This design comes from an exercise in tuning for small area, a short achievable clock period and few clock cycles on the open sky130 flow, not from production work.
Where RTL was checked, it was by simulation tests only, not by an equivalence proof against the original.
For run 5, only the layout was checked, not whether the RTL still works.
No activity file was given, so power comes from the tool's default toggle rates.

$ cat design/flow/config.mk
export PLATFORM = sky130hd
export DESIGN_NAME = ung5_rxdec
export DESIGN_NICKNAME = ung5_rxdec
export VERILOG_FILES = /design/flow/design.v
export SDC_FILE = /design/flow/constraint.sdc
export NUM_CORES = 4
export LEC_CHECK = 0
export CAP_MARGIN = 20
export CORE_MARGIN = 2
export CORE_UTILIZATION = 30
export CTS_BUF_LIST = sky130_fd_sc_hd__clkbuf_4 sky130_fd_sc_hd__clkbuf_8
export PLACE_DENSITY = 0.5
export SETUP_SLACK_MARGIN = 2.5
export SLEW_MARGIN = 20
export SYNTH_HIERARCHICAL = 1
$ cat design/flow/constraint.sdc
create_clock -name core_clock -period 7.5 [get_ports {clk}]
set_input_delay 1.5000 -clock core_clock [delete_from_list [all_inputs] [get_ports {clk}]]
set_output_delay 1.5000 -clock core_clock [all_outputs]
set_load 0.01 [all_outputs]
$ cat design/flow/design.v
module ung5_rx (
    input  wire        clk,
    input  wire        rst,
    input  wire        start,
    input  wire [7:0]  start_addr,
    input  wire [15:0] start_total,
    input  wire        rx_valid,
    input  wire [7:0]  rx_data,
    input  wire        tick,
    input  wire [5:0]  buf_idx,
    output wire [7:0]  buf_data,
    output reg  [1:0]  rx_state,
    output reg  [2:0]  rx_reason,
    output reg  [6:0]  rx_len,
    output wire        rx_ready,
    output wire        start_ok,
    output reg  [31:0] head,        
    output wire [31:0] tail,        
    output reg         last_fa,     
    output reg  [15:0] crc,         
    input  wire        dec_we,
    input  wire [3:0]  dec_err,
    output reg  [3:0]  err_code
);
    localparam ST_IDLE = 2'd0, ST_ACTIVE = 2'd1, ST_DONE = 2'd2;
    localparam R_NONE = 3'd0, R_TOTAL = 3'd1, R_SILENCE = 3'd2,
               R_STOP = 3'd3, R_NOISE = 3'd4, R_OVERFLOW = 3'd5;
    function [15:0] crc_step;
        input [15:0] c_in;
        input [7:0]  b;
        integer i;
        reg [15:0] c;
        begin
            c = c_in ^ {8'h00, b};
            for (i = 0; i < 8; i = i + 1)
                c = c[0] ? ((c >> 1) ^ 16'h8408) : (c >> 1);
            crc_step = c;
        end
    endfunction
    reg [479:0] sh;            
    reg [5:0]   q;             
    reg [7:0]   rx_addr;
    reg [15:0]  t_left;        
    reg [5:0]   t_sil;         
    reg [15:0]  crc_lag;       
    reg         collapsed;     
    wire accept    = rx_valid && rx_ready;
    assign rx_ready = (rx_state == ST_ACTIVE);
    assign start_ok = start && !rx_ready &&
                      (start_total != 16'd0) && (start_total != 16'hFFFF);
    wire [23:0] lo_key, hi_key;
    wire [7:0]  lo_oh_a, lo_oh_b, hi_oh;
    ung5_rdkey u_rdkey (.q(q), .lo_key(lo_key), .hi_key(hi_key));
    ung5_rdlo  u_rdlo_a (.idx_lo(buf_idx[2:0]), .lo_key(lo_key), .lo_oh(lo_oh_a));
    ung5_rdlo  u_rdlo_b (.idx_lo(buf_idx[2:0]), .lo_key(lo_key), .lo_oh(lo_oh_b));
    ung5_rdhi  u_rdhi  (.idx(buf_idx), .q_lo(q[2:0]), .hi_key(hi_key), .hi_oh(hi_oh));
    ung5_rdmux u_rdmux (.sh(sh), .head(head), .idx(buf_idx),
                        .lo_oh_a(lo_oh_a), .lo_oh_b(lo_oh_b), .hi_oh(hi_oh),
                        .data(buf_data));
    assign tail = collapsed ? sh[72 +: 32] : sh[0 +: 32];
    wire run_found = (rx_data == 8'h81) && (rx_len[6:3] != 4'd0) &&
                     (sh[7:0]   == rx_addr) && (sh[15:8]  == 8'hFA) &&
                     (sh[23:16] == 8'h81)   && (sh[31:24] == rx_addr) &&
                     (sh[39:32] == 8'hFA)   && (sh[47:40] == 8'h81) &&
                     (sh[55:48] == rx_addr) && (sh[63:56] == 8'hFA);
    wire [5:0] t_sil_n = t_sil + ((t_sil == 6'd63) ? 6'd0 : 6'd1);
    always @(posedge clk) begin
        if (accept)
            sh <= {sh[471:0], rx_data};
        if (accept && rx_len[6:2] == 5'd0)
            case (rx_len[1:0])
            2'd0: head[7:0]   <= rx_data;
            2'd1: head[15:8]  <= rx_data;
            2'd2: head[23:16] <= rx_data;
            default: head[31:24] <= rx_data;
            endcase
    end
    always @(posedge clk) begin
        if (rst) begin
            err_code  <= 4'd0;
            rx_state  <= ST_IDLE;
            rx_reason <= R_NONE;
            collapsed <= 1'b0;
            rx_len    <= 7'd0;
            q         <= 6'd63;
        end else if (start) begin
            if (rx_state == ST_ACTIVE) begin
                err_code <= 4'd7;                      
            end else if (!start_ok) begin
                err_code <= 4'd10;                     
            end else begin
                err_code  <= 4'd0;
                rx_state  <= ST_ACTIVE;
                rx_reason <= R_NONE;
                collapsed <= 1'b0;
                rx_len    <= 7'd0;
                    q         <= 6'd63;
                rx_addr   <= start_addr;
                t_left    <= start_total;
            end
        end else if (accept) begin
            err_code <= 4'd0;
            q        <= q + 6'd1;
            rx_len   <= rx_len + 7'd1;
            t_sil    <= 6'd0;
            last_fa  <= (rx_data == 8'hFA);
            crc      <= (rx_len == 7'd0) ? 16'h0000 : crc_step(crc, sh[7:0]);
            crc_lag  <= (rx_len < 7'd9) ? 16'h0000 : crc_step(crc_lag, sh[71:64]);
            if (run_found) begin
                crc       <= crc_lag;            
                rx_len    <= (rx_len == 7'd8) ? 7'd3 : rx_len - 7'd8;
                rx_state  <= ST_DONE;
                rx_reason <= R_NOISE;
                collapsed <= 1'b1;
                last_fa   <= (sh[71:64] == 8'hFA);       
            end else if (rx_len == 7'd63) begin
                rx_state  <= ST_DONE;
                rx_reason <= R_OVERFLOW;
                err_code  <= 4'd8;                     
            end
        end else if (tick && rx_ready) begin
            err_code <= 4'd0;
            t_sil    <= t_sil_n;
            t_left   <= t_left - 16'd1;
            if (t_left == 16'd0) begin
                rx_state  <= ST_DONE;
                rx_reason <= R_TOTAL;
            end else if (rx_len[6:3] != 4'd0 && last_fa && t_sil_n >= 6'd10) begin
                rx_state  <= ST_DONE;
                rx_reason <= R_STOP;
            end else if (rx_len != 7'd0 && t_sil_n >= 6'd50) begin
                rx_state  <= ST_DONE;
                rx_reason <= R_SILENCE;
            end
        end else begin
            if (dec_we)
                err_code <= dec_err;
        end
    end
endmodule
module ung5_rdkey (
    input  wire [5:0]  q,
    output reg  [23:0] lo_key,
    output reg  [23:0] hi_key
);
    integer j;
    always @(*)
        for (j = 0; j < 8; j = j + 1) begin
            lo_key[3*j +: 3] = q[2:0] - j[2:0];
            hi_key[3*j +: 3] = q[5:3] - j[2:0];
        end
endmodule
module ung5_rdlo (
    input  wire [2:0]  idx_lo,
    input  wire [23:0] lo_key,
    output reg  [7:0]  lo_oh
);
    integer j;
    always @(*)
        for (j = 0; j < 8; j = j + 1)
            lo_oh[j] = (idx_lo == lo_key[3*j +: 3]);
endmodule
module ung5_rdhi (
    input  wire [5:0]  idx,
    input  wire [2:0]  q_lo,
    input  wire [23:0] hi_key,
    output reg  [7:0]  hi_oh
);
    wire bw = (idx[2:0] > q_lo);
    reg [7:0] eq;
    integer j;
    always @(*) begin
        for (j = 0; j < 8; j = j + 1)
            eq[j] = (idx[5:3] == hi_key[3*j +: 3]);
        for (j = 0; j < 8; j = j + 1)
            hi_oh[j] = bw ? eq[(j + 1) % 8] : eq[j];
    end
endmodule
module ung5_rdmux (
    input  wire [479:0] sh,
    input  wire [31:0]  head,
    input  wire [5:0]   idx,
    input  wire [7:0]   lo_oh_a,
    input  wire [7:0]   lo_oh_b,
    input  wire [7:0]   hi_oh,
    output reg  [7:0]   data
);
    wire hsel = (idx[5:2] == 4'd0);
    reg [63:0] grp;            
    reg [7:0]  lo_oh;
    integer g, k;
    always @(*) begin
        for (g = 0; g < 7; g = g + 1) begin
            lo_oh = (g < 4) ? lo_oh_a : lo_oh_b;
            grp[8*g +: 8] = 8'h00;
            for (k = 0; k < 8; k = k + 1)
                grp[8*g +: 8] = grp[8*g +: 8] | ({8{lo_oh[k]}} & sh[64*g + 8*k +: 8]);
        end
        grp[63:56] = 8'h00;
        for (k = 0; k < 4; k = k + 1)
            grp[63:56] = grp[63:56] |
                         ({8{lo_oh_b[k] & !hsel}} & sh[448 + 8*k +: 8]) |
                         ({8{hsel && idx[1:0] == k[1:0]}} & head[8*k +: 8]);
        data = 8'h00;
        for (g = 0; g < 7; g = g + 1)
            data = data | ({8{hi_oh[g] & !hsel}} & grp[8*g +: 8]);
        data = data | ({8{hi_oh[7] | hsel}} & grp[63:56]);
    end
endmodule
module ung5_dec (
    input  wire        clk,
    input  wire        rst,
    input  wire        dec_start,
    input  wire        clear,         
    input  wire [6:0]  n_bytes,       
    input  wire [31:0] head,          
    input  wire [31:0] tail,          
    input  wire        last_fa,       
    input  wire [15:0] crc,           
    output reg         dec_valid,
    output reg  [1:0]  dec_kind,      
    output reg  [1:0]  dec_why,       
    output wire [1:0]  dec_class,     
    output wire [15:0] dec_crc,
    output reg         dec_etx_ok,
    output reg         dec_stop_ok,
    output wire        dec_addr_ok,
    output wire        err_we,
    output wire [3:0]  err_val
);
    function [15:0] crc_step;
        input [15:0] c_in;
        input [7:0]  b;
        integer i;
        reg [15:0] c;
        begin
            c = c_in ^ {8'h00, b};
            for (i = 0; i < 8; i = i + 1)
                c = c[0] ? ((c >> 1) ^ 16'h8408) : (c >> 1);
            crc_step = c;
        end
    endfunction
    wire [7:0] b0 = head[7:0];
    wire [7:0] b1 = head[15:8];
    wire [7:0] b2 = head[23:16];
    wire [7:0] b3 = head[31:24];
    wire [7:0] t0 = tail[7:0];
    wire [7:0] t1 = tail[15:8];
    wire [7:0] t2 = tail[23:16];
    wire [7:0] t3 = tail[31:24];
    wire short   = (n_bytes == 7'd3);
    wire dclass  = (n_bytes >= 7'd7) && (b1[3:0] == 4'd4);
    wire two     = last_fa;                            
    wire span_bad = two && (n_bytes == 7'd7);          
    wire crc_bad = two ? (crc != crc_step(16'h0000, t1)) : (crc != 16'h0000);
    wire [6:0] n_6 = n_bytes - 7'd6;
    wire [6:0] n_7 = n_bytes - 7'd7;
    wire len_bad = (b2 == 8'h00) ||
                   (two ? (b2 != {1'b0, n_7}) : (b2 != {1'b0, n_6}));
    wire [1:0] kind = short ? 2'd0 :
                      (dclass && !span_bad && !crc_bad && !len_bad) ? 2'd1 : 2'd2;
    wire [1:0] why  = !dclass ? 2'd0 : span_bad ? 2'd1 : crc_bad ? 2'd2 : 2'd3;
    assign dec_class = (b1[3:0] == 4'd1) ? 2'd1 :
                       (b1[3:0] == 4'd2) ? 2'd2 :
                       (b1[3:0] == 4'd3) ? 2'd3 : 2'd0;
    assign dec_crc     = two ? {t2, t3} : {t1, t2};
    wire etx_ok  = (two ? t1 : t0) == 8'h03;
    wire stop_ok = short ? (b2 == 8'hFA) : two;
    assign dec_addr_ok = (b0 >= 8'h50) && (b0 <= 8'h6F);
    wire fin = dec_start;
    assign err_we  = fin;
    assign err_val = (kind == 2'd2) ? 4'd4 : 4'd0;
    always @(posedge clk)
        if (fin) begin
            dec_kind    <= kind;
            dec_why     <= why;
            dec_etx_ok  <= etx_ok;
            dec_stop_ok <= stop_ok;
        end
    always @(posedge clk) begin
        if (rst || clear)
            dec_valid <= 1'b0;
        else if (dec_start)
            dec_valid <= 1'b1;
    end
endmodule
module ung5_rxdec (
    input  wire        clk,
    input  wire        rst,
    input  wire        start,
    input  wire [7:0]  start_addr,
    input  wire [15:0] start_total,
    input  wire        rx_valid,
    input  wire [7:0]  rx_data,
    output wire        rx_ready,
    input  wire        tick,
    input  wire        dec_start,
    input  wire [5:0]  buf_idx,
    output wire [7:0]  buf_data,
    output wire [1:0]  rx_state,
    output wire [2:0]  rx_reason,
    output wire [6:0]  rx_len,
    output wire [3:0]  err_code,
    output wire        dec_valid,
    output wire [1:0]  dec_kind,
    output wire [1:0]  dec_why,
    output wire [1:0]  dec_class,
    output wire [7:0]  dec_addr,
    output wire [7:0]  dec_ctrl,
    output wire [7:0]  dec_length,
    output wire [7:0]  dec_opc,
    output wire [15:0] dec_crc,
    output wire        dec_etx_ok,
    output wire        dec_stop_ok,
    output wire        dec_addr_ok
);
    wire [31:0] head, tail;
    wire [15:0] crc;
    wire        start_ok, last_fa;
    wire        dec_we;
    wire [3:0]  dec_err;
    ung5_rx u_rx (
        .clk(clk), .rst(rst),
        .start(start), .start_addr(start_addr), .start_total(start_total),
        .rx_valid(rx_valid), .rx_data(rx_data), .tick(tick),
        .buf_idx(buf_idx), .buf_data(buf_data),
        .rx_state(rx_state), .rx_reason(rx_reason), .rx_len(rx_len),
        .rx_ready(rx_ready), .start_ok(start_ok),
        .head(head), .tail(tail), .last_fa(last_fa),
        .crc(crc),
        .dec_we(dec_we), .dec_err(dec_err), .err_code(err_code)
    );
    ung5_dec u_dec (
        .clk(clk), .rst(rst),
        .dec_start(dec_start), .clear(start_ok),
        .n_bytes(rx_len), .head(head), .tail(tail), .last_fa(last_fa),
        .crc(crc),
        .dec_valid(dec_valid), .dec_kind(dec_kind), .dec_why(dec_why),
        .dec_class(dec_class), .dec_crc(dec_crc),
        .dec_etx_ok(dec_etx_ok), .dec_stop_ok(dec_stop_ok),
        .dec_addr_ok(dec_addr_ok),
        .err_we(dec_we), .err_val(dec_err)
    );
    assign dec_addr   = head[7:0];
    assign dec_ctrl   = head[15:8];
    assign dec_length = head[23:16];
    assign dec_opc    = head[31:24];
endmodule
$ cat design/flow/flow/run.sh
#!/bin/bash
# The standard layout (the standard.sh: standard synthesis, floorplan,
# placement, CTS, routing), with every input and output port buffered by
# sky130_fd_sc_hd__buf_2 instead of the cell buffer_ports picks by itself,
# and clock tree synthesis without dummy loads.
# make's full output goes to flow_make.log here; ORFS keeps each step's log
# under orfs/logs/.
set -euo pipefail
export BUFFER_PORTS_ARGS="-buffer_cell sky130_fd_sc_hd__buf_2"
export CTS_ARGS="-sink_clustering_enable -repair_clock_nets -dont_use_dummy_load -buf_list {sky130_fd_sc_hd__clkbuf_4 sky130_fd_sc_hd__clkbuf_8}"
bash standard.sh > flow_make.log 2>&1
$ cat design/flow/standard.sh
#!/bin/bash
# synth_recipe.tcl (not shown) runs the flow's synth.tcl, then flattens the netlist and writes it again
# the make line also repeats each setting of config.mk as NAME=value (left out here)
make -C /OpenROAD-flow-scripts/flow DESIGN_CONFIG=/design/flow/config.mk WORK_HOME=/design/flow/orfs CLKGATE_MAP_FILE= SYNTH_SCRIPT=/design/flow/synth_recipe.tcl "${@:-finish}"
==> results of run 1 <==
per-module statistics from Yosys (local to each module, per instance), a selection:
module,flip-flops and latches,area [sq um],copies in the design
ung5_rdhi,0,442,1
ung5_rdlo,0,324,2
ung5_dec,7,1220,1
ung5_rdmux,0,3040,1
ung5_rdkey,0,403,1
ung5_rx,598,21000,1
report_power, final:
| part | total [W] | internal (W) | switching [W] |
|---|---|---|---|
| combinational | 0.00106 | 0.000412 | 0.000651 |
| clock | 0.00235 | 0.00116 | 0.00120 |
| sequential | 0.00400 | 0.00388 | 0.000125 |
synth_stat cells, types with 28 or more instances:
library cell	n
inv_1	28
nor2_1	45
a22oi_1	258
buf_4	31
mux2_2	49
clkbuf_1	61
nand4_1	75
edfxtp_1	581
o21ai_0	34
nand2_1	78
xor2_1	86
xnor2_1	95
cells by family (layout without fill, tap and decap cells):
| kind of cell | Yosys count | after routing | share of synthesized area |
|---|---|---|---|
| flops | 605 | 605 | 0.669 |
| xor+xnor | 182 | 182 | 0.0600 |
| other cells | 1 | 4 | 0.000140 |
| simple gates | 415 | 415 | 0.0928 |
| buf+inv | 153 | 324 | 0.0306 |
| mux | 73 | 73 | 0.0335 |
| compound gates | 381 | 381 | 0.104 |
| fa+ha+maj | 21 | 21 | 0.00981 |
stage by stage:
stage / instances / setup WS, ns / utilization
global placement: 3029 / 1.35 / 0.322
detailed placement: 3030 / 1.34 / 0.323
CTS: 3162 / 2.33 / 0.351
floorplan: 1833 / 2.60 / -
finish: 3170 / 2.37 / 0.354
global route: 3170 / 2.20 / 0.354
final cells by class:
class,instances,area [sq um]
Clock buffer,99,1360
Timing Repair Buffer,196,1560
Multi-Input combinational cell,1075,8880
Antenna cell,1,2.50
Fill cell,8472,57200
Inverter,29,146
Tap cell,1165,1460
Sequential cell,605,17900
final timing paths:
kind                                     start          endpoint  slack (ns)  depth (start not counted)
worst max-delay path                buf_idx[1]       buf_data[6]        2.37                         13
worst min-delay path              u_rx.sh[111]      u_rx.sh[119]        0.37                          0
worst max register to register  u_rx.collapsed  u_rx.err_code[2]        4.08                         11
worst min register to register    u_rx.sh[111]      u_rx.sh[119]        0.37                          0
critical path, cell delays in order:
cell	delay, ns
buf_16	0.13
ha_4	0.27
and2b_1	0.13
o21ai_2	0.07
a32oi_4	0.18
buf_12	0.17
mux2i_1	0.24
nor2b_4	0.29
buf_4	0.16
a22oi_2	0.09
and3_4	0.20
nand2_2	0.08
buf_6	0.10
routing by layer:
layer	vias to the layer above	GRT usage	wire length, um	share of wire
li1	7512	-	-	-
met1	8878	0.233	34600	0.44
met2	695	0.265	36900	0.47
met3	149	0.0296	4750	0.061
met4	6	0.0520	2010	0.026
met5	-	0	41	0.00052
flip-flops by register name, indices dropped and copies added, names as in the netlist, 3 cells and up:
signal	flops
u_rx.sh	480
u_rx.head	32
u_rx.crc	16
u_rx.crc_lag	16
u_rx.t_left	16
u_rx.rx_addr	8
u_rx.rx_len	7
u_rx.q	6
u_rx.t_sil	6
u_rx.err_code	4
u_rx.rx_reason	3
timing repair:
| action | CTS | global route |
|---|---|---|
| gates resized for setup | 142 | 30 |
| pin swaps | 34 | 15 |
| endpoints found under the setup margin | 8 | 8 |
| buffers inserted | 29 | 6 |
| cloned | 4 | 1 |
==> impl_metrics.env, run 1 <==
export IMPL_outcome="no timing/DRC/antenna violations"
export IMPL_finish_instance_area_sq_um=31400
export IMPL_synth_top_flop_cell="edfxtp_1"
export IMPL_postRouteAntennaNets=0
export IMPL_start_kind="input port"
export IMPL_initial_core_util=0.303
export IMPL_total_of_hold_buffers_inserted_after_clock_tree_synthesis=0
export IMPL_synthToLayoutAreaGrowth_pct=17.0
export IMPL_p_leak_nw=9.78
export IMPL_largest_net_degree_at_the_start_of_global_routing=177
export IMPL_setup_repair_after_global_routing_missed_its_margin="true"
export IMPL_cts_path_max_buffers=3
export IMPL_avgRoutedWirePerCell_um=24.7
export IMPL_grt_first_pass_wirelength_um=115000
export IMPL_die_area_sq_um=91700
export IMPL_ys_types=84
export IMPL_hold_viol_final=0
export IMPL_syn_inst=1831
export IMPL_commonest_cells_after_routing_fill_and_taps_aside="581 x edfxtp_1, 236 x a22oi_1, 118 x buf_2"
export IMPL_port_buffers=126
export IMPL_clock_h_tree_levels=3
export IMPL_first_global_vias=17200
export IMPL_boundaryPins=127
export IMPL_drv_cap=0
export IMPL_core_area_sq_um=88500
export IMPL_pwr_total_w=0.00742
export IMPL_final_setup_skew_ns=0.134
export IMPL_yosysWarnings=12
export IMPL_timing_critical_path_required_ns=6.00
export IMPL_period_needed_ns=5.13
export IMPL_power_density_nw_per_um2=237
export IMPL_finalMaxSlewViolations=0
export IMPL_grt_total_usage=0.167
export IMPL_crit_type="input port to output port"
export IMPL_design_final_nets=2071
export IMPL_synth_area_per_cell_sq_um=14.6
export IMPL_cts_sinks=605
export IMPL_tns_ns=0
export IMPL_synthDominantAreaCellType="edfxtp_1"
export IMPL_timing_final_crit_share=0.684
export IMPL_async_reset_ff_frac=0
export IMPL_ratio_of_cells_with_drive_above_1_in_the_final_layout=0.244
export IMPL_critical_path_endpoint_type="output port"
export IMPL_post_synth_main_area_contributors="edfxtp_1 65%, a22oi_1 7.2%, xnor2_1 3.1%"
export IMPL_grt_overflow_total=0
export IMPL_min_delay_path_class="flip-flop to flip-flop"
export IMPL_setup_viol=0
export IMPL_netlist_area_pre_place_sq_um=26800
export IMPL_power_ir_vdd_worst_mv=0.113
export IMPL_synth_top_area_frac=0.651
export IMPL_whs_ns=0.371
export IMPL_postPlaceCellArea_sq_um=28500
export IMPL_maxClockFrequency_mhz=195
export IMPL_sequential_to_total_area_share_from_yosys_stat=0.669
export IMPL_routabilityCongestion=0.872
export IMPL_cts_root_buf="clkbuf_8"
export IMPL_synth_seq_cells=605
export IMPL_floorplan_rows=109
export IMPL_first_iter_violations=1956
export IMPL_clock_latency_ns=0.76
export IMPL_place_hpwl_um=51000
export IMPL_via_count=17200
export IMPL_remaining_drc_errors=0
export IMPL_dieWidth_um=303
export IMPL_worst_ep_arrival_time_ns=3.63
export IMPL_tritoncts_clock_tree="done"
export IMPL_synth_edf_count=581
export IMPL_cts_made_buffers=99
export IMPL_worst_path_max_fanout=8
export IMPL_cts_clk_slew_worst_paths_ns=0.06
export IMPL_antenna_violations_before_repair=6
export IMPL_post_drt_via_cell_ratio=5.44
export IMPL_worst_pin_slew_ns=1.08
export IMPL_slew_headroom=0.280
export IMPL_drt_pass1_iterations=22
export IMPL_drt_wl_total_um=78300
export IMPL_mostFrequentLayoutCell="edfxtp_1"
export IMPL_die_y_um=303
Testbench counts, summed over its fixed seeds: cycles 27,745.
==> run 2, diff against run 1 <==
--- a/design/flow/flow/run.sh
+++ b/design/flow/flow/run.sh
@@ -7,5 +7,5 @@
 # under orfs/logs/.
 set -euo pipefail
 export BUFFER_PORTS_ARGS="-buffer_cell sky130_fd_sc_hd__buf_2"
-export CTS_ARGS="-sink_clustering_enable -repair_clock_nets -dont_use_dummy_load -buf_list {sky130_fd_sc_hd__clkbuf_4 sky130_fd_sc_hd__clkbuf_8}"
+export CTS_ARGS="-sink_clustering_enable -repair_clock_nets -dont_use_dummy_load -sink_clustering_size 32 -sink_clustering_max_diameter 80 -buf_list {sky130_fd_sc_hd__clkbuf_16}"
 bash standard.sh > flow_make.log 2>&1
==> impl_metrics.env, run 2 <==
export IMPL_clock_latency_ns=0.62
export IMPL_synthTopCellsByCount="581 x edfxtp_1, 258 x a22oi_1, 95 x xnor2_1, 86 x xor2_1, 78 x nand2_1"
export IMPL_grt_first_pass_wirelength_um=113000
export IMPL_ratio_of_cells_with_drive_above_1_in_the_final_layout=0.225
export IMPL_cts_root_buf="clkbuf_16"
export IMPL_cts_clk_slew_worst_paths_ns=0.11
export IMPL_finish_instance_area_sq_um=30900
export IMPL_power_ir_vdd_worst_mv=0.173
export IMPL_cell_internal_power_w=0.00497
export IMPL_min_delay_path_class="flip-flop to flip-flop"
export IMPL_postRouteAntennaNets=0
export IMPL_first_global_vias=16500
export IMPL_critical_path_endpoint_type="output port"
export IMPL_timing_critical_path_cells="buf_16 -> ha_4 -> and2b_1 -> o21ai_2 -> a32oi_4 -> buf_12 -> buf_6 -> mux2i_1 -> nor2b_4 -> buf_4 -> a22oi_2 -> and3_4 -> nand2_2 -> buf_6"
export IMPL_timing_critical_path_required_ns=6.00
export IMPL_cpMostUsedCell="buf_6"
export IMPL_layout_cells_non_filler=3110
export IMPL_clock_power_frac=0.249
export IMPL_largest_net_degree_at_the_start_of_global_routing=177
export IMPL_die_y_um=303
export IMPL_antenna_violations_before_repair=3
export IMPL_synth_edf_count=581
export IMPL_worst_path_largest_cell_delay_ns=0.30
export IMPL_worst_ep_arrival_time_ns=3.63
export IMPL_routabilityCongestion=0.872
export IMPL_setup_repair_after_global_routing_missed_its_margin="true"
export IMPL_power_density_nw_per_um2=220
export IMPL_n_fill_cell=8467
export IMPL_first_iter_violations=1959
export IMPL_outcome="no timing/DRC/antenna violations"
export IMPL_synthToLayoutAreaGrowth_pct=15.3
export IMPL_async_reset_ff_frac=0
export IMPL_synth_area_per_cell_sq_um=14.6
export IMPL_antenna_cells_inserted=0
export IMPL_drt_pass1_iterations=22
export IMPL_tritoncts_clock_tree="done"
export IMPL_maxClockFrequency_mhz=195
export IMPL_die_area_sq_um=91700
export IMPL_hold_viol_final=0
export IMPL_start_kind="input port"
export IMPL_grt_overflow_total=0
export IMPL_synthMostInstantiatedCell="edfxtp_1"
export IMPL_drv_cap=0
export IMPL_port_buffers=126
export IMPL_power_switching_w=0.00181
export IMPL_synth_top_area_frac=0.651
export IMPL_sequential_to_total_area_share_from_yosys_stat=0.669
export IMPL_worst_pin_slew_ns=1.06
export IMPL_hold_path_cell_count=0
export IMPL_commonest_cells_after_routing_fill_and_taps_aside="581 x edfxtp_1, 234 x a22oi_1, 117 x buf_2"
export IMPL_rr_worst_depth=11
export IMPL_cts_sinks=605
export IMPL_share_seq_of_total_power=0.589
export IMPL_synthDominantAreaCellType="edfxtp_1"
export IMPL_clock_h_tree_levels=1
export IMPL_post_synth_main_area_contributors="edfxtp_1 65%, a22oi_1 7.2%, xnor2_1 3.1%"
export IMPL_p_sw_frac=0.267
export IMPL_synth_seq_cells=605
export IMPL_post_drt_via_cell_ratio=5.40
export IMPL_syn_inst=1831
export IMPL_tns_ns=0
export IMPL_critical_path_slowest_cell="nor2b_4"
export IMPL_via_count=16800
export IMPL_postPlaceCellArea_sq_um=28500
export IMPL_regArea_sq_um=17900
export IMPL_floorplan_rows=109
export IMPL_place_hpwl_um=51000
export IMPL_worst_path_max_fanout=8
export IMPL_dieWidth_um=303
export IMPL_largest_register="u_rx.sh"
export IMPL_p_leak_nw=9.49
export IMPL_whs_ns=0.431
export IMPL_mostFrequentLayoutCell="edfxtp_1"
export IMPL_final_setup_skew_ns=0.0619
export IMPL_period_needed_ns=5.13
export IMPL_timing_final_crit_share=0.684
export IMPL_crit_type="input port to output port"
export IMPL_top_regs="u_rx.sh: 480 flops, u_rx.head: 32 flops"
export IMPL_avgRoutedWirePerCell_um=24.8
export IMPL_cts_path_max_buffers=3
export IMPL_drt_wl_total_um=77000
export IMPL_multiInputGateArea_sq_um=8940
export IMPL_boundaryPins=127
export IMPL_slew_headroom=0.293
export IMPL_grt_total_usage=0.162
export IMPL_remaining_drc_errors=0
export IMPL_finalMaxSlewViolations=0
export IMPL_ys_types=84
export IMPL_synth_top_flop_cell="edfxtp_1"
export IMPL_initial_core_util=0.303
export IMPL_cts_made_buffers=28
export IMPL_netlist_area_pre_place_sq_um=26800
export IMPL_yosysWarnings=12
export IMPL_core_area_sq_um=88500
export IMPL_setup_viol=0
export IMPL_largest_register_ff_count=480
export IMPL_share_comb_of_total_power=0.161
export IMPL_design_final_nets=2012
export IMPL_placed_cells=3030
[run 2: cell count changes in the layout (fill, tap and decap cells not counted), moves of 3 or more]
cell       change
xor2_2         -3
xor2_4         +3
a211oi_2       +3
buf_4          +8
clkbuf_16     +30
clkbuf_8      -99
a211oi_1       -3
[run 2: worst max-delay path: cells and delay by family]
kind            cells  cell delay (ns)
compound gates      3             0.30
fa+ha+maj           1             0.27
buf+inv             5             0.66
mux                 1             0.19
simple gates        4             0.72
[run 2: final timing paths]
check,slack (ns),endpoint,start
worst min-delay path,0.43,u_rx.sh[157],u_rx.sh[149]
worst max-delay path,2.37,buf_data[0],buf_idx[1]
worst max register to register,4.11,u_rx.err_code[2],u_rx.collapsed
worst min register to register,0.43,u_rx.sh[157],u_rx.sh[149]
[run 2: routing by layer]
layer,global-route usage,part of all wire,vias to the layer above
li1,-,-,7392
met1,0.233,0.44,8649
met2,0.265,0.48,656
met3,0.0203,0.062,97
met4,0.0285,0.019,4
met5,0,0.00035,-
[run 2: metrics by stage]
stage	power (W)	util	worst slack [ns]
2_1_floorplan	0.00461	-	2.60
3_3_place_gp	0.00496	0.322	1.35
3_5_place_dp	0.00498	0.323	1.34
4_1_cts	0.00674	0.342	2.33
5_1_grt	0.00703	0.349	2.24
6_report	0.00678	0.349	2.37
[run 2: repair_timing]
action / CTS / global route
gates resized for setup: 116 / 70
setup buffers: 26 / 19
gates cloned: 4 / 3
pin swaps: 19 / 39
setup endpoints to repair: 8 / 8
hold buffers: 0 / 0
[run 2: cells by family after synthesis]
group	count (synthesis)	share of synthesized area
flops	605	0.669
buf+inv	153	0.0306
fa+ha+maj	21	0.00981
mux	73	0.0335
compound gates	381	0.104
xor+xnor	182	0.0600
simple gates	415	0.0928
other cells	1	0.000140
[run 2: final cells by class]
| type | instances | share of cell area |
|---|---|---|
| multi-input cells | 1075 | 0.290 |
| repair buffers | 208 | 0.0551 |
| inverters | 29 | 0.00474 |
| well taps | 1165 | 0.0472 |
| clock buffers | 28 | 0.0227 |
| flip-flops and latches | 605 | 0.581 |
[run 2: power groups by stage]
stage | combinational (W) | clock, W | sequential (W)
after detailed placement | 0.000911 | 0 | 0.00406
after global routing | 0.00118 | 0.00184 | 0.00401
after CTS | 0.00101 | 0.00174 | 0.00399
after floorplan | 0.000593 | 0 | 0.00402
after global placement | 0.000902 | 0 | 0.00406
final | 0.00109 | 0.00169 | 0.00399
[run 2: per-module statistics from Yosys (local to each module, per instance), a selection]
module	copies in the design	flops+latches	area (sq um)
ung5_rdmux	1	0	3040
ung5_rx	1	598	21000
ung5_rdlo	2	0	324
ung5_rdhi	1	0	442
ung5_rdkey	1	0	403
ung5_dec	1	7	1220
==> run 3, diff against run 2 <==
--- a/design/flow/flow/run.sh
+++ b/design/flow/flow/run.sh
@@ -7,5 +7,5 @@
 # under orfs/logs/.
 set -euo pipefail
 export BUFFER_PORTS_ARGS="-buffer_cell sky130_fd_sc_hd__buf_2"
-export CTS_ARGS="-sink_clustering_enable -repair_clock_nets -dont_use_dummy_load -sink_clustering_size 32 -sink_clustering_max_diameter 80 -buf_list {sky130_fd_sc_hd__clkbuf_16}"
+export CTS_ARGS="-sink_clustering_enable -repair_clock_nets -dont_use_dummy_load -sink_clustering_size 16 -sink_clustering_max_diameter 50 -buf_list {sky130_fd_sc_hd__clkbuf_8}"
 bash standard.sh > flow_make.log 2>&1
--- a/design/flow/config.mk
+++ b/design/flow/config.mk
@@ -10,6 +10,6 @@
 export CORE_UTILIZATION = 30
 export CTS_BUF_LIST = sky130_fd_sc_hd__clkbuf_4 sky130_fd_sc_hd__clkbuf_8
 export PLACE_DENSITY = 0.5
-export SETUP_SLACK_MARGIN = 2.5
+export SETUP_SLACK_MARGIN = 2.7
 export SLEW_MARGIN = 20
 export SYNTH_HIERARCHICAL = 1
==> impl_metrics.env, run 3 <==
export IMPL_async_reset_ff_frac=0
export IMPL_p_leak_nw=9.69
export IMPL_timing_final_crit_share=0.689
export IMPL_largest_register_ff_count=480
export IMPL_total_of_hold_buffers_inserted_after_clock_tree_synthesis=0
export IMPL_power_ir_vdd_worst_mv=0.131
export IMPL_drv_cap=0
export IMPL_period_needed_ns=5.16
export IMPL_worst_ep_arrival_time_ns=3.66
export IMPL_timing_critical_path_required_ns=6.00
export IMPL_min_delay_path_class="flip-flop to flip-flop"
export IMPL_port_buffers=126
export IMPL_cts_sinks=605
export IMPL_cts_path_max_buffers=3
export IMPL_worst_path_buf_inv=3
export IMPL_grt_first_pass_wirelength_um=117000
export IMPL_critical_path_endpoint_type="output port"
export IMPL_grt_total_usage=0.171
export IMPL_first_iter_violations=1854
export IMPL_ys_types=84
export IMPL_power_density_nw_per_um2=221
export IMPL_tritoncts_clock_tree="done"
export IMPL_cts_root_buf="clkbuf_8"
export IMPL_grt_overflow_total=0
export IMPL_synthToLayoutAreaGrowth_pct=16.8
export IMPL_ratio_of_cells_with_drive_above_1_in_the_final_layout=0.231
export IMPL_remaining_drc_errors=0
export IMPL_postPlaceCellArea_sq_um=28600
export IMPL_finalMaxSlewViolations=0
export IMPL_r2r_end="u_rx.err_code[2]"
export IMPL_critical_path_slowest_cell="nand4_1"
export IMPL_floorplan_rows=109
export IMPL_slew_headroom=0.280
export IMPL_dieWidth_um=303
export IMPL_pre_cts_slack_ns=1.32
export IMPL_drt_pass1_iterations=18
export IMPL_synth_top_area_frac=0.651
export IMPL_core_area_sq_um=88500
export IMPL_hold_viol_final=0
export IMPL_synthDominantAreaCellType="edfxtp_1"
export IMPL_drt_wl_total_um=79700
export IMPL_post_synth_main_area_contributors="edfxtp_1 65%, a22oi_1 7.2%, xnor2_1 3.1%"
export IMPL_tns_ns=0
export IMPL_worst_path_max_fanout=32
export IMPL_r2r_start="u_rx.collapsed"
export IMPL_design_final_nets=2054
export IMPL_die_area_sq_um=91700
export IMPL_die_y_um=303
export IMPL_worst_path_largest_cell_delay_ns=0.35
export IMPL_clock_latency_ns=0.73
export IMPL_postRouteAntennaNets=0
export IMPL_antenna_violations_before_repair=5
export IMPL_maxClockFrequency_mhz=194
export IMPL_start_kind="input port"
export IMPL_syn_inst=1831
export IMPL_largest_net_degree_at_the_start_of_global_routing=195
export IMPL_via_count=17100
export IMPL_worst_pin_slew_ns=1.08
export IMPL_rr_worst_depth=11
export IMPL_netlist_area_pre_place_sq_um=26800
export IMPL_first_global_vias=16900
export IMPL_hold_end="u_rx.sh[373]"
export IMPL_cts_made_buffers=60
export IMPL_commonest_cells_after_routing_fill_and_taps_aside="581 x edfxtp_1, 244 x a22oi_1, 123 x buf_2"
export IMPL_boundaryPins=127
export IMPL_ff2ff_setup_slack_ns=3.99
export IMPL_cts_clk_slew_worst_paths_ns=0.07
export IMPL_setup_viol=0
export IMPL_top_regs="u_rx.sh: 480 flops, u_rx.head: 32 flops"
export IMPL_sequential_to_total_area_share_from_yosys_stat=0.669
export IMPL_mostFrequentLayoutCell="edfxtp_1"
export IMPL_place_hpwl_um=51200
export IMPL_synthTopCellsByCount="581 x edfxtp_1, 258 x a22oi_1, 95 x xnor2_1, 86 x xor2_1, 78 x nand2_1"
export IMPL_final_critical_path_setup_slack_ns=2.34
export IMPL_largest_register="u_rx.sh"
export IMPL_setup_repair_after_global_routing_missed_its_margin="true"
export IMPL_avgRoutedWirePerCell_um=25.3
export IMPL_finish_instance_area_sq_um=31300
export IMPL_initial_core_util=0.303
export IMPL_synth_top_flop_cell="edfxtp_1"
export IMPL_clock_h_tree_levels=2
export IMPL_yosysWarnings=12
export IMPL_critical_path_top_delay_family="simple AND/OR/NAND/NOR gates"
export IMPL_synth_edf_count=581
export IMPL_synthMostInstantiatedCell="edfxtp_1"
export IMPL_hold_path_cell_count=0
export IMPL_hold_path_startpoint="u_rx.sh[365]"
export IMPL_synth_area_per_cell_sq_um=14.6
export IMPL_crit_type="input port to output port"
export IMPL_routabilityCongestion=0.868
export IMPL_synth_seq_cells=605
export IMPL_timing_critical_path_cells="bufbuf_16 -> xor2_2 -> nor3_4 -> buf_12 -> a22oi_1 -> nand4_1 -> a22oi_2 -> and3_1 -> nand2_1 -> buf_2"
export IMPL_outcome="no timing/DRC/antenna violations"
export IMPL_final_setup_skew_ns=0.0873
export IMPL_post_drt_via_cell_ratio=5.43
[run 3: cell types whose count changed in the layout (fill, tap and decap cells not counted), moves of 4 or more]
cell	change
clkbuf_8	+60
clkbuf_16	-31
buf_6	-14
buf_12	+13
a22oi_1	+10
a22oi_2	-10
xor2_4	+10
xor2_2	-8
and3_1	+6
and3_4	-6
buf_2	+6
buf_16	+4
buf_8	-4
[run 3: power by group]
group / leakage (nW) / internal [W] / switching [W] / total (W)
Clock: 0.431 / 0.000706 / 0.00109 / 0.00179
Combinational: 3.97 / 0.000423 / 0.000689 / 0.00111
Sequential: 5.29 / 0.00387 / 0.000122 / 0.00399
[run 3: what timing repair did]
action / CTS / global route
setup buffers: 50 / 0
endpoints found under the setup margin: 8 / 8
pin swaps: 45 / 6
cloned: 13 / 0
resized for setup: 166 / 12
[run 3: through the flow]
stage          power, W  std cells  hold slack (ns)  utilization
3_3_place_gp    0.00498       3029            0.428        0.323
3_5_place_dp    0.00499       3029            0.434        0.323
6_report        0.00690       3153            0.387        0.354
2_1_floorplan   0.00461       1833            0.427            -
5_1_grt         0.00716       3153            0.391        0.354
4_1_cts         0.00696       3152            0.375        0.353
[run 3: metal layers]
layer / vias to the layer above / global-route usage / wire (um)
met4: 6 / 0.0401 / 1620
met5: - / 0 / 34
met2: 627 / 0.281 / 38400
met1: 8895 / 0.237 / 35000
met3: 110 / 0.0271 / 4610
li1: 7490 / - / -
[run 3: worst max-delay path by stage]
| stage | slack [ns] | from | endpoint | cells after the start |
|---|---|---|---|---|
| 2_1_floorplan | 2.60 | buf_idx[1] | buf_data[1] | 10 |
| 3_3_place_gp | 1.40 | buf_idx[0] | buf_data[2] | 10 |
| 3_5_place_dp | 1.32 | buf_idx[0] | buf_data[5] | 12 |
| 4_1_cts | 2.38 | buf_idx[1] | buf_data[1] | 12 |
| 5_1_grt | 2.29 | buf_idx[1] | buf_data[1] | 10 |
| 6_report | 2.34 | buf_idx[1] | buf_data[4] | 10 |
[run 3: Yosys stat by module (local to each module, per instance), a selection]
module	flops+latches	cell area [sq um]	cells inside	times used
ung5_dec	7	1220	141	1
ung5_rdlo	0	324	35	2
ung5_rx	598	21000	1092	1
ung5_rdmux	0	3040	423	1
ung5_rdkey	0	403	52	1
ung5_rdhi	0	442	53	1
[run 3: kinds of logic after synthesis]
logic type	synth area share
mux	0.0335
buf+inv	0.0306
fa+ha+maj	0.00981
other cells	0.000140
simple gates	0.0928
compound gates	0.104
xor+xnor	0.0600
flops	0.669
[run 3: layout make-up]
class                      count  area (sq um)
antenna                        1          2.50
clock buffer                  60           826
fill                        8391         57200
inverter                      29           149
multi-input combinational   1077          8990
sequential                   605         17900
tap                         1165          1460
timing repair buffer         216          1930
[run 3: worst reg2reg max path, stage by stage, from the launching register on]
cell       delay, ns
dfxtp_1         0.35
buf_4           0.40
mux2_2          0.50
xor2_1          0.26
mux2i_1         0.12
or3_4           0.35
a2111oi_4       0.55
nor2_2          0.09
o31a_1          0.34
nand2b_1        0.16
a22oi_1         0.16
nor3_1          0.07
==> run 4, diff against run 3 <==
--- a/design/flow/config.mk
+++ b/design/flow/config.mk
@@ -10,6 +10,6 @@
 export CORE_UTILIZATION = 30
 export CTS_BUF_LIST = sky130_fd_sc_hd__clkbuf_4 sky130_fd_sc_hd__clkbuf_8
 export PLACE_DENSITY = 0.5
-export SETUP_SLACK_MARGIN = 2.7
+export SETUP_SLACK_MARGIN = 2.5
 export SLEW_MARGIN = 20
 export SYNTH_HIERARCHICAL = 1
==> impl_metrics.env, run 4 <==
export IMPL_outcome="no timing/DRC/antenna violations"
export IMPL_start_kind="input port"
export IMPL_hold_viol_final=0
export IMPL_remaining_drc_errors=0
export IMPL_worst_path_buf_inv=4
export IMPL_synth_top_family_by_area="compound AO/OA/AOI/OAI gates"
export IMPL_netlist_area_pre_place_sq_um=26800
export IMPL_place_hpwl_um=51000
export IMPL_first_global_vias=16900
export IMPL_drt_wl_total_um=77500
export IMPL_synth_compound_gate_area_share=0.104
export IMPL_initial_core_util=0.303
export IMPL_ys_types=84
export IMPL_synthToLayoutAreaGrowth_pct=14.7
export IMPL_async_reset_ff_frac=0
export IMPL_cts_clk_slew_worst_paths_ns=0.06
export IMPL_floorplan_rows=109
export IMPL_p_leak_nw=9.45
export IMPL_first_iter_violations=1897
export IMPL_antenna_violations_before_repair=4
export IMPL_finalMaxSlewViolations=0
export IMPL_ratio_of_cells_with_drive_above_1_in_the_final_layout=0.221
export IMPL_min_delay_path_class="flip-flop to flip-flop"
export IMPL_cts_root_buf="clkbuf_8"
export IMPL_cts_path_max_buffers=3
export IMPL_sequential_to_total_area_share_from_yosys_stat=0.669
export IMPL_period_needed_ns=5.17
export IMPL_total_of_hold_buffers_inserted_after_clock_tree_synthesis=0
export IMPL_placed_cells=3030
export IMPL_hold_path_startpoint="u_rx.sh[125]"
export IMPL_hold_end="u_rx.sh[133]"
export IMPL_cell_internal_power_w=0.00495
export IMPL_setup_viol=0
export IMPL_p_sw_frac=0.271
export IMPL_routabilityCongestion=0.872
export IMPL_final_setup_skew_ns=0.0742
export IMPL_cts_made_buffers=58
export IMPL_yosys_area_share_xor_xnor=0.0600
export IMPL_postPlaceCellArea_sq_um=28500
export IMPL_timing_critical_path_required_ns=6.00
export IMPL_drv_cap=0
export IMPL_synth_top_flop_cell="edfxtp_1"
export IMPL_clock_latency_ns=0.72
export IMPL_largest_register_ff_count=480
export IMPL_clock_h_tree_levels=2
export IMPL_synthTopCellsByCount="581 x edfxtp_1, 258 x a22oi_1, 95 x xnor2_1, 86 x xor2_1, 78 x nand2_1"
export IMPL_drt_pass1_iterations=21
export IMPL_grt_overflow_total=0
export IMPL_synth_top_area_frac=0.651
export IMPL_synth_seq_cells=605
export IMPL_post_synth_and_or_nand_nor_area_fraction=0.0928
export IMPL_worst_path_largest_cell_delay_ns=0.32
export IMPL_boundaryPins=127
export IMPL_multiplexer_share_of_the_synthesized_area=0.0335
export IMPL_worst_pin_slew_ns=1.07
export IMPL_synthDominantAreaCellType="edfxtp_1"
export IMPL_critical_path_endpoint_type="output port"
export IMPL_post_drt_via_cell_ratio=5.44
export IMPL_tritoncts_clock_tree="done"
export IMPL_timing_final_crit_share=0.689
export IMPL_die_area_sq_um=91700
export IMPL_crit_type="input port to output port"
export IMPL_grt_first_pass_wirelength_um=114000
export IMPL_critical_path_top_delay_family="compound AO/OA/AOI/OAI gates"
export IMPL_postRouteAntennaNets=0
export IMPL_grt_total_usage=0.165
export IMPL_dieWidth_um=303
export IMPL_clock_power_frac=0.258
export IMPL_worst_ep_arrival_time_ns=3.67
export IMPL_die_y_um=303
export IMPL_mostFrequentLayoutCell="edfxtp_1"
export IMPL_rr_worst_depth=11
export IMPL_syn_inst=1831
export IMPL_core_area_sq_um=88500
export IMPL_avgRoutedWirePerCell_um=24.8
export IMPL_port_buffers=126
export IMPL_ff2ff_setup_slack_ns=4.05
export IMPL_post_synth_main_area_contributors="edfxtp_1 65%, a22oi_1 7.2%, xnor2_1 3.1%"
export IMPL_finish_instance_area_sq_um=30700
export IMPL_largest_register="u_rx.sh"
export IMPL_via_count=17000
export IMPL_hold_path_cell_count=0
export IMPL_layout_cells_non_filler=3124
export IMPL_timing_critical_path_cells="bufbuf_16 -> xor2_4 -> nor3_4 -> buf_12 -> buf_6 -> a22oi_2 -> nand4_1 -> a222oi_1 -> nand3_1 -> a211o_1 -> buf_2"
export IMPL_power_ir_vdd_worst_mv=0.113
export IMPL_share_seq_of_total_power=0.589
export IMPL_cts_sinks=605
export IMPL_power_switching_w=0.00184
export IMPL_setup_repair_after_global_routing_missed_its_margin="true"
export IMPL_synth_edf_count=581
export IMPL_design_final_nets=2025
export IMPL_post_synthesis_share_of_cell_area_spent_on_full_adders_half_adders_and_majority_gates=0.00981
export IMPL_commonest_cells_after_routing_fill_and_taps_aside="581 x edfxtp_1, 243 x a22oi_1, 120 x buf_2"
export IMPL_synth_area_per_cell_sq_um=14.6
export IMPL_r2r_start="u_rx.collapsed"
export IMPL_slew_headroom=0.284
export IMPL_top_regs="u_rx.sh: 480 flops, u_rx.head: 32 flops"
export IMPL_share_comb_of_total_power=0.153
export IMPL_r2r_end="u_rx.err_code[2]"
export IMPL_maxClockFrequency_mhz=193
export IMPL_largest_net_degree_at_the_start_of_global_routing=177
export IMPL_worst_path_max_fanout=9
export IMPL_yosysWarnings=12
export IMPL_synthMostInstantiatedCell="edfxtp_1"
export IMPL_tns_ns=0
export IMPL_power_density_nw_per_um2=221
export IMPL_critical_path_slowest_cell="a222oi_1"
-- run 4: logic make-up after synthesis --
| logic type | count (synthesis) |
|---|---|
| DFF | 605 |
| and+or+nand+nor | 415 |
| AOI/OAI and AO/OA | 381 |
| xor gates and xnor gates | 182 |
| buffers and inverters | 153 |
| muxes | 73 |
| adders and majority gates | 21 |
| other | 1 |
-- run 4: how the worst max path moves through the flow --
stage | to | start | cells past startpoint | slack, ns
CTS | buf_data[1] | buf_idx[1] | 12 | 2.33
detailed placement | buf_data[5] | buf_idx[0] | 12 | 1.34
global placement | buf_data[5] | buf_idx[0] | 12 | 1.35
floorplan | buf_data[1] | buf_idx[1] | 10 | 2.60
finish | buf_data[1] | buf_idx[1] | 11 | 2.33
global route | buf_data[1] | buf_idx[0] | 10 | 2.24
-- run 4: layer usage --
metal / vias up / routed length, um / part of all wire / global-route usage
met3: 128 / 5050 / 0.065 / 0.0247
met1: 8724 / 33800 / 0.44 / 0.232
li1: 7408 / - / - / -
met4: 4 / 1760 / 0.023 / 0.0398
met5: - / 27 / 0.00035 / 0
met2: 724 / 36800 / 0.48 / 0.267
-- run 4: worst register-to-register path: stages, from the launching register on --
cell and delay (ns):
dfxtp_1 0.36, buf_4 0.39, mux2_2 0.49, xor2_1 0.29, and3b_1 0.20, o2111ai_1 0.20
a2111oi_4 0.53, nor2_2 0.10, o31a_1 0.35, nand2b_1 0.16, a22oi_1 0.16, nor3_1 0.07
-- run 4: modules after synthesis, one instance, submodules excluded, excerpt --
module	cells inside	flip-flops and latches
ung5_dec	141	7
ung5_rdhi	53	0
ung5_rdkey	52	0
ung5_rdlo	35	0
ung5_rdmux	423	0
ung5_rx	1092	598
-- run 4: power by group through the flow --
stage	combinational, W	sequential, W	clock (W)
2_1_floorplan	0.000593	0.00402	0
3_3_place_gp	0.000902	0.00406	0
3_5_place_dp	0.000911	0.00406	0
4_1_cts	0.00102	0.00399	0.00182
5_1_grt	0.00112	0.00401	0.00193
6_report	0.00104	0.00399	0.00175
-- run 4: repair_timing --
| item | 4_1_cts | 5_1_grt |
|---|---|---|
| pin swaps | 24 | 13 |
| setup endpoints to repair | 8 | 8 |
| resized for setup | 121 | 38 |
| cloned | 4 | 2 |
| setup buffers | 28 | 1 |
-- run 4: layout make-up --
type                       instances  area (sq um)
fill                            8495         57800
multi-input combinational       1075          8850
clock buffer                      58           798
timing repair buffer             191          1530
antenna                            1          2.50
inverter                          29           146
sequential                       605         17900
tap                             1165          1460
-- run 4: metrics by stage --
step                setup slack (ns)  power (W)  hold WS [ns]  utilization
global route                    2.24    0.00706         0.412        0.347
floorplan                       2.60    0.00461         0.427            -
detailed placement              1.34    0.00498         0.434        0.323
global placement                1.35    0.00496         0.431        0.322
finish                          2.33    0.00679         0.409        0.347
CTS                             2.33    0.00683         0.389        0.344
==> run 5, diff against run 4 <==
--- a/design/flow/design.v
+++ b/design/flow/design.v
@@ -37,7 +37,7 @@
             crc_step = c;
         end
     endfunction
-    reg [479:0] sh;            
+    reg [511:0] sh;            
     reg [5:0]   q;             
     reg [7:0]   rx_addr;
     reg [15:0]  t_left;        
@@ -54,8 +54,7 @@
     ung5_rdlo  u_rdlo_a (.idx_lo(buf_idx[2:0]), .lo_key(lo_key), .lo_oh(lo_oh_a));
     ung5_rdlo  u_rdlo_b (.idx_lo(buf_idx[2:0]), .lo_key(lo_key), .lo_oh(lo_oh_b));
     ung5_rdhi  u_rdhi  (.idx(buf_idx), .q_lo(q[2:0]), .hi_key(hi_key), .hi_oh(hi_oh));
-    ung5_rdmux u_rdmux (.sh(sh), .head(head), .idx(buf_idx),
-                        .lo_oh_a(lo_oh_a), .lo_oh_b(lo_oh_b), .hi_oh(hi_oh),
+    ung5_rdmux u_rdmux (.sh(sh), .lo_oh_a(lo_oh_a), .lo_oh_b(lo_oh_b), .hi_oh(hi_oh),
                         .data(buf_data));
     assign tail = collapsed ? sh[72 +: 32] : sh[0 +: 32];
     wire run_found = (rx_data == 8'h81) && (rx_len[6:3] != 4'd0) &&
@@ -66,7 +65,7 @@
     wire [5:0] t_sil_n = t_sil + ((t_sil == 6'd63) ? 6'd0 : 6'd1);
     always @(posedge clk) begin
         if (accept)
-            sh <= {sh[471:0], rx_data};
+            sh <= {sh[503:0], rx_data};
         if (accept && rx_len[6:2] == 5'd0)
             case (rx_len[1:0])
             2'd0: head[7:0]   <= rx_data;
@@ -177,34 +176,25 @@
     end
 endmodule
 module ung5_rdmux (
-    input  wire [479:0] sh,
-    input  wire [31:0]  head,
-    input  wire [5:0]   idx,
+    input  wire [511:0] sh,
     input  wire [7:0]   lo_oh_a,
     input  wire [7:0]   lo_oh_b,
     input  wire [7:0]   hi_oh,
     output reg  [7:0]   data
 );
-    wire hsel = (idx[5:2] == 4'd0);
     reg [63:0] grp;            
     reg [7:0]  lo_oh;
     integer g, k;
     always @(*) begin
-        for (g = 0; g < 7; g = g + 1) begin
+        for (g = 0; g < 8; g = g + 1) begin
             lo_oh = (g < 4) ? lo_oh_a : lo_oh_b;
             grp[8*g +: 8] = 8'h00;
             for (k = 0; k < 8; k = k + 1)
                 grp[8*g +: 8] = grp[8*g +: 8] | ({8{lo_oh[k]}} & sh[64*g + 8*k +: 8]);
         end
-        grp[63:56] = 8'h00;
-        for (k = 0; k < 4; k = k + 1)
-            grp[63:56] = grp[63:56] |
-                         ({8{lo_oh_b[k] & !hsel}} & sh[448 + 8*k +: 8]) |
-                         ({8{hsel && idx[1:0] == k[1:0]}} & head[8*k +: 8]);
         data = 8'h00;
-        for (g = 0; g < 7; g = g + 1)
-            data = data | ({8{hi_oh[g] & !hsel}} & grp[8*g +: 8]);
-        data = data | ({8{hi_oh[7] | hsel}} & grp[63:56]);
+        for (g = 0; g < 8; g = g + 1)
+            data = data | ({8{hi_oh[g]}} & grp[8*g +: 8]);
     end
 endmodule
 module ung5_dec (
--- a/design/flow/flow/run.sh
+++ b/design/flow/flow/run.sh
@@ -7,5 +7,5 @@
 # under orfs/logs/.
 set -euo pipefail
 export BUFFER_PORTS_ARGS="-buffer_cell sky130_fd_sc_hd__buf_2"
-export CTS_ARGS="-sink_clustering_enable -repair_clock_nets -dont_use_dummy_load -sink_clustering_size 16 -sink_clustering_max_diameter 50 -buf_list {sky130_fd_sc_hd__clkbuf_8}"
+export CTS_ARGS="-sink_clustering_enable -repair_clock_nets -dont_use_dummy_load -buf_list {sky130_fd_sc_hd__clkbuf_4 sky130_fd_sc_hd__clkbuf_8}"
 bash standard.sh > flow_make.log 2>&1
==> impl_metrics.env, run 5 <==
export IMPL_port_buffers=126
export IMPL_synth_seq_cells=637
export IMPL_synthToLayoutAreaGrowth_pct=17.2
export IMPL_power_ir_vdd_worst_mv=0.140
export IMPL_commonest_cells_after_routing_fill_and_taps_aside="613 x edfxtp_1, 245 x a22oi_1, 123 x buf_2"
export IMPL_n_fill_cell=8661
export IMPL_utilization=0.355
export IMPL_netlist_area_pre_place_sq_um=27800
export IMPL_syn_inst=1878
export IMPL_whs_ns=0.413
export IMPL_floorplan_rows=111
export IMPL_synth_top_flop_cell="edfxtp_1"
export IMPL_worst_pin_slew_ns=1.03
export IMPL_async_reset_ff_frac=0
export IMPL_design_final_nets=2124
export IMPL_drt_wl_total_um=77900
export IMPL_worst_path_largest_cell_delay_ns=0.37
export IMPL_placed_cells=3093
export IMPL_largest_register_ff_count=512
export IMPL_sequential_to_total_area_share_from_yosys_stat=0.680
export IMPL_boundaryPins=127
export IMPL_largest_net_degree_at_the_start_of_global_routing=180
export IMPL_setup_repair_after_global_routing_missed_its_margin="true"
export IMPL_drv_cap=0
export IMPL_antenna_violations_before_repair=8
export IMPL_first_iter_violations=1820
export IMPL_hold_viol_final=0
export IMPL_ratio_of_cells_with_drive_above_1_in_the_final_layout=0.243
export IMPL_place_hpwl_um=48000
export IMPL_p_leak_nw=10.1
export IMPL_critical_path_slowest_cell="ha_1"
export IMPL_worst_path_max_fanout=17
export IMPL_post_synth_main_area_contributors="edfxtp_1 66%, a22oi_1 7.6%, xor2_1 2.9%"
export IMPL_routabilityCongestion=0.892
export IMPL_setup_viol=0
export IMPL_synth_area_per_cell_sq_um=14.8
export IMPL_synth_top_area_frac=0.663
export IMPL_die_y_um=308
export IMPL_ys_types=80
export IMPL_outcome="no timing/DRC/antenna violations"
export IMPL_drt_pass1_iterations=6
export IMPL_finalMaxSlewViolations=0
export IMPL_pwr_total_w=0.00789
export IMPL_via_count=17400
export IMPL_cts_made_buffers=107
export IMPL_final_setup_skew_ns=0.0918
export IMPL_yosysWarnings=12
export IMPL_dieWidth_um=308
export IMPL_mostFrequentLayoutCell="edfxtp_1"
export IMPL_remaining_drc_errors=0
export IMPL_min_delay_path_class="flip-flop to flip-flop"
export IMPL_maxClockFrequency_mhz=198
export IMPL_grt_total_usage=0.157
export IMPL_postRouteAntennaNets=0
export IMPL_top_regs="u_rx.sh: 512 flops, u_rx.head: 32 flops"
export IMPL_worst_path_buf_inv=4
export IMPL_core_area_sq_um=91700
export IMPL_timing_critical_path_required_ns=6.00
export IMPL_die_area_sq_um=95100
export IMPL_avgRoutedWirePerCell_um=24.0
export IMPL_grt_first_pass_wirelength_um=113000
export IMPL_initial_core_util=0.303
export IMPL_cts_path_max_buffers=3
export IMPL_crit_type="input port to output port"
export IMPL_post_drt_via_cell_ratio=5.36
export IMPL_cts_sinks=637
export IMPL_synthDominantAreaCellType="edfxtp_1"
export IMPL_synthTopCellsByCount="613 x edfxtp_1, 281 x a22oi_1, 92 x xor2_1, 91 x nand4_1, 89 x xnor2_1"
export IMPL_start_kind="input port"
export IMPL_slew_headroom=0.311
export IMPL_critical_path_top_delay_family="buffers and inverters"
export IMPL_cts_root_buf="clkbuf_8"
export IMPL_clock_h_tree_levels=3
export IMPL_cts_clk_slew_worst_paths_ns=0.06
export IMPL_synthMostInstantiatedCell="edfxtp_1"
export IMPL_grt_overflow_total=0
export IMPL_critical_path_endpoint_type="output port"
export IMPL_worst_ep_arrival_time_ns=3.56
export IMPL_timing_critical_path_cells="buf_12 -> ha_1 -> o21ai_2 -> a32oi_4 -> buf_12 -> mux2i_4 -> buf_12 -> a22oi_2 -> nand4_1 -> buf_2"
export IMPL_tritoncts_clock_tree="done"
export IMPL_layout_cells_non_filler=3245
export IMPL_largest_register="u_rx.sh"
export IMPL_timing_final_crit_share=0.674
export IMPL_period_needed_ns=5.06
export IMPL_synth_edf_count=613
export IMPL_first_global_vias=17700
export IMPL_clock_latency_ns=0.75
export IMPL_cpMostUsedCell="buf_12"
export IMPL_power_density_nw_per_um2=242
run 5: final cells by class:
cell class	instances	area, sq um	share of cell area
flip-flops and latches	637	18900	0.580
multi-input cells	1090	8900	0.273
repair buffers	195	1680	0.0517
well taps	1186	1480	0.0456
clock buffers	107	1470	0.0452
inverters	28	123	0.00377
diodes	2	5.00	0.000154
run 5: worst paths after layout:
kind                         start            to  slack (ns)  depth (start not counted)
setup reg to reg  u_rx.rx_state[1]  u_rx.sh[172]        3.88                          7
hold / removal        u_rx.sh[297]  u_rx.sh[305]        0.41                          0
hold reg to reg       u_rx.sh[297]  u_rx.sh[305]        0.41                          0
setup / recovery        buf_idx[2]   buf_data[5]        2.44                         10
run 5: through the flow:
step,area [sq um],setup WS (ns),TNS [ns]
detailed placement,29500,1.59,0
global placement,29500,1.62,0
finish,32600,2.44,0
CTS,31900,2.49,0
floorplan,27800,-3.21,-1288.00
global route,32600,2.36,0
run 5: logic make-up after synthesis:
| logic type | share of synthesized area |
|---|---|
| XOR/XNOR | 0.0579 |
| multiplexers | 0.0259 |
| flip-flops | 0.680 |
| other | 0.000135 |
| AND/OR/NAND/NOR | 0.0903 |
| AO/OA/AOI/OAI | 0.106 |
| adder cells (fa/ha/maj) | 0.00946 |
| buffers and inverters | 0.0309 |
run 5: Yosys stat by module, one instance, submodules excluded, excerpt:
| module | copies in the design | area [sq um] | cells | flip-flops and latches |
|---|---|---|---|---|
| ung5_rdkey | 1 | 403 | 52 | 0 |
| ung5_rdlo | 2 | 324 | 35 | 0 |
| ung5_rdhi | 1 | 442 | 53 | 0 |
| ung5_rdmux | 1 | 2960 | 416 | 0 |
| ung5_rx | 1 | 22100 | 1146 | 630 |
| ung5_dec | 1 | 1220 | 141 | 7 |
run 5: layer usage:
metal / track usage / up-vias / share of wire / routed length (um)
li1: - / 7715 / - / -
met1: 0.211 / 8843 / 0.43 / 33600
met3: 0.0474 / 141 / 0.081 / 6340
met5: 0.00207 / - / 0.0011 / 83
met2: 0.244 / 687 / 0.46 / 36000
met4: 0.0479 / 14 / 0.024 / 1880
run 5: report_power, final:
group          switching (W)  internal [W]  total (W)
Combinational       0.000754      0.000462    0.00122
Sequential          0.000108       0.00404    0.00415
Clock                0.00128       0.00125    0.00253
run 5: what timing repair did:
item,4_1_cts,5_1_grt
buffers inserted,23,11
gates resized for setup,98,65
hold buffers,0,0
pin swaps,23,44
gates cloned,3,5
endpoints found under the setup margin,8,8

[re-timing with driven ports]
In the flow no input, the clock included, has a driving cell. The finished layouts below were timed again as built, in two steps.
Step 1 assumes that a clkbuf_16 drives the clock port and a buf_2 every other input.
Step 2 adds t to the input delays and takes it off the output delays; t is the mean of the earliest and latest rising clock arrival at the registers after step 1. Input paths then give back, and output paths get back, about the clock's delay inside the block.
a / b / c = ideal ports / drivers / drivers and shift; a / b = the first two.
run | t, ns | setup WS [ns] | clock arrival spread, ns
run 1 | 0.753 | 2.368 / 2.163 / 2.163 | 0.143 / 0.142
run 2 | 0.656 | 2.373 / 2.141 / 2.141 | 0.062 / 0.062
run 3 | 0.742 | 2.335 / 2.127 / 2.127 | 0.107 / 0.108
run 4 | 0.731 | 2.331 / 2.145 / 2.145 | 0.098 / 0.098
run 5 | 0.766 | 2.444 / 2.258 / 2.258 | 0.092 / 0.092
After both steps every run listed still meets setup and hold. For run 2, which loses most, drivers alone change the setup slack by -0.232 ns; drivers and shift together by -0.232 ns.
